Background: an optimization exercise with open tools, aiming at small area, a short achievable clock period and few clock cycles. Do not read the settings as production practice.
At most, simulation tests tie the RTL to the original design; equivalence was not proved.
Power is estimated from default activity; no workload was simulated.

==> inputs of run a <==
// cvfp
module cvfp (
    input  wire        clk,
    input  wire        rst,
    input  wire        cmd_valid,
    output wire        cmd_ready,
    input  wire [3:0]  cmd_op,
    input  wire [15:0] cmd_a,
    input  wire [7:0]  cmd_b,
    input  wire        pv_valid,
    output wire        pv_ready,
    input  wire [7:0]  pv_data,
    output reg         rsp_valid,
    output reg  [2:0]  rsp_code,
    output reg  [15:0] rsp_data
);
    localparam BUFSZ = 258;
    localparam F     = 10;           
    localparam M     = BUFSZ - F;    
    localparam QN    = 4;            
    localparam QW    = 2;
    localparam OP_CLR   = 4'h0;
    localparam OP_PUSH  = 4'h1;
    localparam OP_RDB   = 4'h2;
    localparam OP_ENC   = 4'h3;
    localparam OP_SUM   = 4'h4;
    localparam OP_VAL   = 4'h5;
    localparam OP_WFQ   = 4'h6;
    localparam OP_FSZ   = 4'h7;
    localparam OP_GETF  = 4'h8;
    localparam OP_GETB  = 4'h9;
    localparam OP_GETSB = 4'hA;
    localparam OP_GETH  = 4'hB;
    localparam OP_RDST  = 4'hC;
    localparam R_OK         = 3'd0;
    localparam R_ERR        = 3'd1;
    localparam R_UNDERRUN   = 3'd2;
    localparam R_OVERFLOW   = 3'd3;
    localparam R_PARAMLEN   = 3'd4;
    localparam R_NOTVALID   = 3'd5;
    localparam R_PARAMRANGE = 3'd6;
    localparam R_BADOP      = 3'd7;
    localparam K_ZX = 2'd0;      
    localparam K_SX = 2'd1;      
    localparam K_HW = 2'd2;      
    reg [7:0] lo_c [0:F-1];      
    reg [7:0] rg   [0:M-1];      
    reg [8:0] php;               
    wire [7:0] b0 = lo_c[0];
    wire [7:0] b1 = lo_c[1];
    wire [7:0] b3 = lo_c[3];     
    wire [7:0] b4 = lo_c[4];     
    wire [8:0] php_n = (php == BUFSZ - 1) ? F : php + 9'd1;
    reg [8:0] cnt;
  ...
==> flow/config.mk <==
export PLATFORM = sky130hd
export DESIGN_NAME = cvfp
export DESIGN_NICKNAME = cvfp
export VERILOG_FILES = /design/flow/design.v
export SDC_FILE = /design/flow/constraint.sdc
export NUM_CORES = 4
export LEC_CHECK = 0
export ABC_CLOCK_PERIOD_IN_PS = 3000
export CAP_MARGIN = 20
export CORE_MARGIN = 2
export CORE_UTILIZATION = 60
export PLACE_DENSITY = 0.7
export SLEW_MARGIN = 20
export TNS_END_PERCENT = 100
==> flow/constraint.sdc <==
create_clock -name core_clock -period 10.0 [get_ports {clk}]
set_input_delay 2.0000 -clock core_clock [delete_from_list [all_inputs] [get_ports {clk}]]
set_output_delay 2.0000 -clock core_clock [all_outputs]
set_load 0.01 [all_outputs]
standard.sh (not shown) runs the stock make flow with config.mk's settings and CLKGATE_MAP_FILE= SYNTH_SCRIPT=/design/flow/synth_recipe.tcl, a recipe that flattens the netlist after the stock synthesis.
==> flow/flow/run.sh <==
#!/bin/bash
set -euo pipefail
bash standard.sh SETUP_SLACK_MARGIN=${MARGIN:-6.8} \
  "BUFFER_PORTS_ARGS=-buffer_cell sky130_fd_sc_hd__buf_4" \
  "CTS_ARGS=-sink_clustering_enable -repair_clock_nets -dont_use_dummy_load -sink_clustering_size 24 -sink_clustering_max_diameter 60" \
  finish > standard.log 2>&1
==> inputs of run b, as changes to run a <==
--- a/flow/design.v
+++ b/flow/design.v
@@ -63,14 +63,15 @@
     reg [3:0]  r_op, s_op;
     reg [15:0] r_a, s_a_q;
     reg [7:0]  r_b, s_b;
     reg        p_v;
     reg [7:0]  p_d;
     reg        pv_rdy;
     reg        r_early;          
+    reg        s_early;          
     reg [7:0]  tk_left;          
     reg        q_v;
     reg [2:0]  q_code;
     reg [15:0] q_data;
     reg        q_rd;
     reg [1:0]  q_kind;
     reg        q_enc;
@@ -82,15 +83,15 @@
     reg        q_lor, q_hir;     
     reg [3:0]  q_li, q_hi_i;     
     reg [2:0]    f_code [0:QN-1];
     reg [15:0]   f_data [0:QN-1];
     reg          f_enc  [0:QN-1];
     reg          f_sum  [0:QN-1];
     reg [QW-1:0] f_rd, f_wr;
-    reg [QW:0]   f_cnt;
+    reg [QN-1:0] f_occ;          
     assign cmd_ready = s_empty;
     assign pv_ready  = pv_rdy;
     wire acc  = cmd_valid && !s_full;
     wire take = pv_valid && pv_rdy;
     reg  wp_low;                             
     reg  cnt_full;                           
     reg  bytes_in;                           
@@ -98,15 +99,15 @@
     reg  sum_pend;                           
     wire w_ok     = wp_low || w_al;          
     wire a_hi     = |r_a[15:9];
     wire a_ge_cnt = a_hi || (r_a[8:0] >= cnt);
     wire a_lt_wp  = !a_hi && (r_a[8:0] < wp);
     wire q_out  = q_v && (!(q_ring && q_rd) || (q_go && !q_new));
     wire q_adv  = !q_v || q_out;
-    wire q_room = (f_cnt + q_v) < QN;
+    wire q_room = !f_occ[QN-1] && !(f_occ[QN-2] && q_v);
     reg r_can;
     always @(*) begin
         case (r_op)
         OP_RDB:  r_can = a_lt_wp || a_ge_cnt;
         OP_PUSH: r_can = !enc_busy && !sum_pend && (w_ok || cnt_full);
         OP_ENC:  r_can = !enc_busy && !sum_pend;
         OP_SUM:  r_can = !enc_busy || !sum_pend;
@@ -288,16 +289,18 @@
                 default: ;
                 endcase
             end
             if (do_clr || do_enc)
                 wp_low <= 1'b1;
             else if (wr_en && wp == F - 1)
                 wp_low <= 1'b0;
-            if (do_clr || do_enc)
+            if (do_clr)
                 cnt_full <= 1'b0;
+            else if (do_enc)
+                cnt_full <= (enc_p == 8'd252);
             else if (do_push && cnt == BUFSZ - 1)
                 cnt_full <= 1'b1;
             w_al <= w_al_n;
             if (do_clr)
                 wp <= 9'd0;
             else if (do_enc)
                 wp <= 9'd5;
@@ -320,15 +323,15 @@
                 s_v <= s_w + r_b;
             end else begin
                 dl <= dl + 10'd1;
                 if (!d_ge2) s_a <= s_a + r_b;
                 if (!d_ge3) s_v <= s_v + r_b;
             end
         end else if (do_enc) begin
-            s_a <= r_a[7:0] + (enc_p + 8'd3) + r_b;
+            s_a <= r_a[7:0] + r_a[15:8] + r_b + 8'd3;
             dl    <= 10'd3;
             np    <= enc_p;
             s_v <= 8'hFF;
             s_w <= 8'hFF;
         end else if (do_byte) begin
             s_a <= s_a + p_d;
         end
@@ -336,16 +339,16 @@
     wire p_keep   = p_v && !do_byte;
     wire p_v_n    = take || p_keep;
     wire wp_n_low = wr_en ? (wp < F - 1) : wp_low;
     wire tk_one   = (tk_left == 8'd1);
     wire cons_n   = do_enc || (enc_busy && (wp_n_low || w_al_n));    
     wire r_load   = ex || !r_v;
     wire c_p_ok   = (|cmd_a[15:8]) && !((&cmd_a[15:10]) && (|cmd_a[9:8]));     
-    wire early    = acc && !s_full && r_load && (cmd_op == OP_ENC) && c_p_ok &&
-                    bytes_in && !p_keep && !enc_busy && !sum_pend && !(do_enc && enc_p != 8'd0);
+    wire early    = acc && (cmd_op == OP_ENC) && c_p_ok &&
+                    bytes_in && !p_v && !enc_busy && !sum_pend && !(r_v && r_op == OP_ENC);
     wire last_tk  = take && tk_one;                              
     wire x_sumw   = (r_op == OP_SUM) && enc_busy;                
     wire w_al_n   = wr_en ? (wp_low ? (php_n == F) : w_al) : (php_n == wp);
     always @(posedge clk) begin
         if (rst) begin
             r_v     <= 1'b0;
             s_empty <= 1'b1;
@@ -391,29 +394,31 @@
             end
         end
     end
     always @(posedge clk) begin
         if (!p_keep)
             p_d <= pv_data;
         if (r_load)
-            r_early <= early;
+            r_early <= s_full ? s_early : early;
         if (r_load) begin
             if (s_full) begin
                 r_op <= s_op;
                 r_a  <= s_a_q;
                 r_b  <= s_b;
             end else begin
                 r_op <= cmd_op;
                 r_a  <= cmd_a;
                 r_b  <= cmd_b;
             end
-        end else if (!s_full) begin
-            s_op  <= cmd_op;
-            s_a_q <= cmd_a;
-            s_b   <= cmd_b;
+        end
+        if (!s_full) begin
+            s_early <= early;
+            s_op    <= cmd_op;
+            s_a_q   <= cmd_a;
+            s_b     <= cmd_b;
         end
     end
     always @(posedge clk) begin
         if (rst)
             q_v <= 1'b0;
         else if (q_adv)
             q_v <= ex;
@@ -444,41 +449,41 @@
             q_res = q_data;
         else case (q_kind)
             K_SX:    q_res = {{8{rd_lo[7]}}, rd_lo};
             K_HW:    q_res = {rd_hi, rd_lo};
             default: q_res = {8'd0, rd_lo};
         endcase
     end
-    wire f_empty  = (f_cnt == 0);
+    wire f_empty  = !f_occ[0];
     wire sum_ok   = bytes_in && !p_v;                
     wire q_ok     = q_out && (!q_enc || !bw) && (!q_sum || sum_ok);
-    wire f_ok     = (!f_enc[f_rd] || !bw || last_tk) && (!f_sum[f_rd] || sum_ok);
-    wire head_ok  = f_empty ? q_ok : f_ok;
+    wire pop_reg  = !f_empty && (!f_enc[f_rd] || !bw) && (!f_sum[f_rd] || sum_ok);
+    wire pop_pv   = !f_empty && f_enc[f_rd] && bw && pv_rdy && tk_one;
+    wire f_pop    = pop_reg || (pop_pv && pv_valid);
+    wire head_ok  = f_empty ? q_ok : f_pop;
     wire head_sum = f_empty ? q_sum : f_sum[f_rd];
-    wire sum_out  = head_ok && head_sum;
-    wire f_pop    = !f_empty && f_ok;
+    wire sum_out  = head_sum && (f_empty ? q_ok : pop_reg);
     wire f_push   = q_out && !(f_empty && q_ok);
-    wire [QW:0] f_cnt_up = f_cnt + 1'b1;
-    wire [QW:0] f_cnt_dn = f_cnt - 1'b1;
+    wire [QW-1:0] f_rd_1 = (f_rd == QN - 1) ? 0 : f_rd + 1'b1;
     always @(posedge clk) begin
         if (rst) begin
             rsp_valid <= 1'b0;
             f_rd      <= 0;
             f_wr      <= 0;
-            f_cnt     <= 0;
+            f_occ     <= 0;
         end else begin
             rsp_valid <= head_ok;
             if (f_pop)
-                f_rd <= (f_rd == QN - 1) ? 0 : f_rd + 1'b1;
+                f_rd <= f_rd_1;
             if (f_push)
                 f_wr <= (f_wr == QN - 1) ? 0 : f_wr + 1'b1;
             if (f_push && !f_pop)
-                f_cnt <= f_cnt_up;
+                f_occ <= {f_occ[QN-2:0], 1'b1};
             else if (f_pop && !f_push)
-                f_cnt <= f_cnt_dn;
+                f_occ <= {1'b0, f_occ[QN-1:1]};
         end
         if (head_sum) begin
             rsp_code <= R_OK;
             rsp_data <= {8'd0, ~s_a};
         end else if (f_empty) begin
             rsp_code <= q_code;
             rsp_data <= q_res;
==> flow/flow/run.sh (replaced) <==
#!/bin/bash
set -euo pipefail
bash standard.sh SETUP_SLACK_MARGIN=${MARGIN:-6.8} \
  "BUFFER_PORTS_ARGS=-buffer_cell sky130_fd_sc_hd__buf_4" \
  "CTS_ARGS=-sink_clustering_enable -repair_clock_nets -dont_use_dummy_load -sink_clustering_size 16 -sink_clustering_max_diameter 50 -sink_clustering_buffer sky130_fd_sc_hd__clkbuf_8" \
  finish > standard.log 2>&1
==> inputs of run c, as changes to run a <==
--- a/flow/design.v
+++ b/flow/design.v
@@ -63,26 +63,25 @@
     reg [3:0]  r_op, s_op;
     reg [15:0] r_a, s_a_q;
     reg [7:0]  r_b, s_b;
     reg        p_v;
     reg [7:0]  p_d;
     reg        pv_rdy;
     reg        r_early;          
+    reg        r_new;            
+    reg        r_go;             
+    reg        s_early;          
     reg [7:0]  tk_left;          
     reg        q_v;
     reg [2:0]  q_code;
     reg [15:0] q_data;
     reg        q_rd;
     reg [1:0]  q_kind;
     reg        q_enc;
     reg        q_sum;            
-    reg        q_ring;           
-    reg [8:0]  q_ri;
-    reg        q_new;            
-    reg        q_go;             
     reg        q_lor, q_hir;     
     reg [3:0]  q_li, q_hi_i;     
     reg [2:0]    f_code [0:QN-1];
     reg [15:0]   f_data [0:QN-1];
     reg          f_enc  [0:QN-1];
     reg          f_sum  [0:QN-1];
     reg [QW-1:0] f_rd, f_wr;
@@ -96,28 +95,27 @@
     reg  bytes_in;                           
     reg  bw;                                 
     reg  sum_pend;                           
     wire w_ok     = wp_low || w_al;          
     wire a_hi     = |r_a[15:9];
     wire a_ge_cnt = a_hi || (r_a[8:0] >= cnt);
     wire a_lt_wp  = !a_hi && (r_a[8:0] < wp);
-    wire q_out  = q_v && (!(q_ring && q_rd) || (q_go && !q_new));
-    wire q_adv  = !q_v || q_out;
+    wire q_out  = q_v;
     wire q_room = (f_cnt + q_v) < QN;
     reg r_can;
     always @(*) begin
         case (r_op)
         OP_RDB:  r_can = a_lt_wp || a_ge_cnt;
         OP_PUSH: r_can = !enc_busy && !sum_pend && (w_ok || cnt_full);
         OP_ENC:  r_can = !enc_busy && !sum_pend;
         OP_SUM:  r_can = !enc_busy || !sum_pend;
         default: r_can = !enc_busy;
         endcase
     end
-    wire ex = r_v && r_can && q_adv && q_room;
+    wire ex = r_v && r_can && q_room && (!x_ring || (r_go && !r_new));
     wire [9:0] len_p2 = {2'b00, b3} + 10'd2;
     wire [9:0] len_p3 = {2'b00, b3} + 10'd3;
     wire       c4     = |cnt[8:2];                           
     wire       c5     = c4 && (cnt[8:3] != 0 || cnt[1:0] != 0);
     wire       c6     = c4 && (cnt[8:3] != 0 || cnt[1]);
     wire       d_ge2  = !dl[9] && (dl[8:1] != 0);            
     wire       d_ge3  = !dl[9] && (dl[8:2] != 0 || dl[1:0] == 2'd3);    
@@ -219,15 +217,16 @@
             x_data = {3'd0, cnt, status};
         default:
             x_code = R_BADOP;
         endcase
     end
     wire x_hir  = (r_op == OP_GETH) && hi_ring;
     wire x_ring = is_rd_op && (lo_ring || x_hir);
-    wire x_go     = r_v && q_adv && q_room && !enc_busy;
+    wire [8:0] php_nn = (php_n == BUFSZ - 1) ? F : php_n + 9'd1;
+    wire x_go     = r_v && q_room && !enc_busy;
     wire do_push  = x_go && (r_op == OP_PUSH) && !sum_pend && w_ok && !cnt_full;
     wire do_clr   = x_go && (r_op == OP_CLR);
     wire do_enc   = x_go && (r_op == OP_ENC) && !sum_pend && (enc_p <= 8'd252);
     wire do_byte  = enc_busy && p_v && w_ok;
     wire do_chk   = enc_busy && !p_v && bytes_in && w_ok;
     wire       wr_en   = do_push || do_byte || do_chk;
     wire [7:0] wr_data = do_push ? r_b : (do_byte ? p_d : ~s_a);
@@ -288,16 +287,18 @@
                 default: ;
                 endcase
             end
             if (do_clr || do_enc)
                 wp_low <= 1'b1;
             else if (wr_en && wp == F - 1)
                 wp_low <= 1'b0;
-            if (do_clr || do_enc)
+            if (do_clr)
                 cnt_full <= 1'b0;
+            else if (do_enc)
+                cnt_full <= (enc_p == 8'd252);
             else if (do_push && cnt == BUFSZ - 1)
                 cnt_full <= 1'b1;
             w_al <= w_al_n;
             if (do_clr)
                 wp <= 9'd0;
             else if (do_enc)
                 wp <= 9'd5;
@@ -336,16 +337,16 @@
     wire p_keep   = p_v && !do_byte;
     wire p_v_n    = take || p_keep;
     wire wp_n_low = wr_en ? (wp < F - 1) : wp_low;
     wire tk_one   = (tk_left == 8'd1);
     wire cons_n   = do_enc || (enc_busy && (wp_n_low || w_al_n));    
     wire r_load   = ex || !r_v;
     wire c_p_ok   = (|cmd_a[15:8]) && !((&cmd_a[15:10]) && (|cmd_a[9:8]));     
-    wire early    = acc && !s_full && r_load && (cmd_op == OP_ENC) && c_p_ok &&
-                    bytes_in && !p_keep && !enc_busy && !sum_pend && !(do_enc && enc_p != 8'd0);
+    wire early    = acc && (cmd_op == OP_ENC) && c_p_ok &&
+                    bytes_in && !p_v && !enc_busy && !sum_pend && !(r_v && r_op == OP_ENC);
     wire last_tk  = take && tk_one;                              
     wire x_sumw   = (r_op == OP_SUM) && enc_busy;                
     wire w_al_n   = wr_en ? (wp_low ? (php_n == F) : w_al) : (php_n == wp);
     always @(posedge clk) begin
         if (rst) begin
             r_v     <= 1'b0;
             s_empty <= 1'b1;
@@ -390,16 +391,20 @@
                 s_full  <= 1'b1;
             end
         end
     end
     always @(posedge clk) begin
         if (!p_keep)
             p_d <= pv_data;
+        r_new <= r_load;
+        r_go  <= (php_nn == x_ri) || !x_rd;
         if (r_load)
-            r_early <= early;
+            r_early <= s_full ? s_early : early;
+        else if (!s_full)
+            s_early <= early;
         if (r_load) begin
             if (s_full) begin
                 r_op <= s_op;
                 r_a  <= s_a_q;
                 r_b  <= s_b;
             end else begin
                 r_op <= cmd_op;
@@ -411,32 +416,26 @@
             s_a_q <= cmd_a;
             s_b   <= cmd_b;
         end
     end
     always @(posedge clk) begin
         if (rst)
             q_v <= 1'b0;
-        else if (q_adv)
+        else
             q_v <= ex;
-        q_go  <= (php_n == q_ri);
-        q_new <= q_adv;
-        if (q_adv) begin
-            q_code <= x_code;
-            q_data <= x_data;
-            q_rd   <= x_rd;
-            q_kind <= x_kind;
-            q_enc  <= (r_op == OP_ENC) && (enc_p != 8'd0) && (enc_p <= 8'd252);
-            q_sum  <= x_sumw;
-            q_ring <= x_ring;
-            q_ri   <= x_ri;
-            q_lor  <= lo_ring;
-            q_hir  <= x_hir;
-            q_li   <= ridx[3:0];
-            q_hi_i <= x_hi_i;
-        end
+        q_code <= x_code;
+        q_data <= x_data;
+        q_rd   <= x_rd;
+        q_kind <= x_kind;
+        q_enc  <= (r_op == OP_ENC) && (enc_p != 8'd0) && (enc_p <= 8'd252);
+        q_sum  <= x_sumw;
+        q_lor  <= lo_ring;
+        q_hir  <= x_hir;
+        q_li   <= ridx[3:0];
+        q_hi_i <= x_hi_i;
     end
     wire [7:0] q_lo  = (q_li < F) ? lo_c[q_li] : 8'd0;
     wire [7:0] q_hi  = (q_hi_i < F) ? lo_c[q_hi_i] : 8'd0;
     wire [7:0] rd_lo = q_lor ? rg[0] : q_lo;
     wire [7:0] rd_hi = q_hir ? (q_lor ? rg[1] : rg[0]) : q_hi;
     reg [15:0] q_res;
     always @(*) begin
==> flow/flow/run.sh (replaced) <==
#!/bin/bash
set -euo pipefail
bash standard.sh SETUP_SLACK_MARGIN=${MARGIN:-6.8} \
  "BUFFER_PORTS_ARGS=-buffer_cell sky130_fd_sc_hd__buf_4" \
  "CTS_ARGS=-sink_clustering_enable -repair_clock_nets -dont_use_dummy_load -sink_clustering_size 16 -sink_clustering_max_diameter 50 -sink_clustering_buffer sky130_fd_sc_hd__clkbuf_8" \
  finish > standard.log 2>&1
==> comparison <==
In via count, run c and run b hardly differ.
Clock skew, lowest first: run c, run a, run b.
Against run b, the clock power of run c is larger by about 2%.
Clock-buffer cell count: run c > run b > run a.
Final area: run c is lower than run a (1.3%).
Global-route usage, highest first: run a, run b, run c.
==> figures <==
quantity	run a	run b	run c
Launch instance of the worst min-delay path	rg[6][4]$_DFF_P_	rg[148][5]$_DFF_P_	rg[10][5]$_DFF_P_
Result of the run	no timing/DRC/antenna violations	no timing/DRC/antenna violations	no timing/DRC/antenna violations
Die Width	328 um	328 um	327 um
Hpwl dp	76200 um	75800 um	74700 um
Wire length on met1	56700 um	56700 um	56200 um
Complex-gate fraction of the synthesized area	5.67%	5.64%	5.97%
Placed cell areas	64800 um^2	64800 um^2	64500 um^2
Fraction of the mapped netlist area in simple logic gates	5.25%	5.69%	5.51%
Met2 GRT Util	32.9%	30.2%	31.3%
CP Launch Type	register	register	input port
Worst setup path end	rsp_data[12]$_SDFF_PP0_	pv_ready	f_cnt[2]$_SDFFE_PP0P_
CP Buf/Inv Count	1	1	2
Global-route wire length before repair	183000 um	179000 um	179000 um
Testbench counts of run b, summed over its fixed seeds: cycles 50,654.
Only the layout flow was run in run a and run c; the RTL was not checked for function there.

## re-timing with driven ports
The flow's constraints put no driver on any port. The routed layouts listed below were extracted and timed again, unchanged, in two steps. Step 1 (the two cells are an assumption about what drives the block):
set clk [get_ports {clk}]
set_driving_cell -lib_cell sky130_fd_sc_hd__clkbuf_16 $clk
set_driving_cell -lib_cell sky130_fd_sc_hd__buf_2 [delete_from_list [all_inputs] $clk]
Step 2, shift: input delay + t, output delay - t, t = (earliest + latest rising clock arrival at the registers) / 2. This alone moves slack from input paths to output paths. Three values: ideal ports, drivers, drivers and shift; two values: the first two.
| run | shift t [ns] | slack for setup (ns) | hold slack, ns | latest minus earliest clock arrival (ns) | slew at the worst register clock pin (ns) |
|---|---|---|---|---|---|
| run a | 0.785 | 6.784 / 6.717 / 6.122 | 0.269 / 0.269 / 0.269 | 0.087 / 0.087 | 0.09 / 0.09 |
| run b | 0.769 | 6.788 / 6.718 / 6.207 | 0.271 / 0.271 / 0.271 | 0.101 / 0.101 | 0.09 / 0.09 |
| run c | 0.760 | 6.319 / 6.333 / 5.573 | 0.268 / 0.268 / 0.268 | 0.083 / 0.084 | 0.10 / 0.10 |
After both steps setup and hold are still met in every run listed. For run c, which loses most, drivers alone change the setup slack by +0.014 ns; drivers and shift together by -0.746 ns.
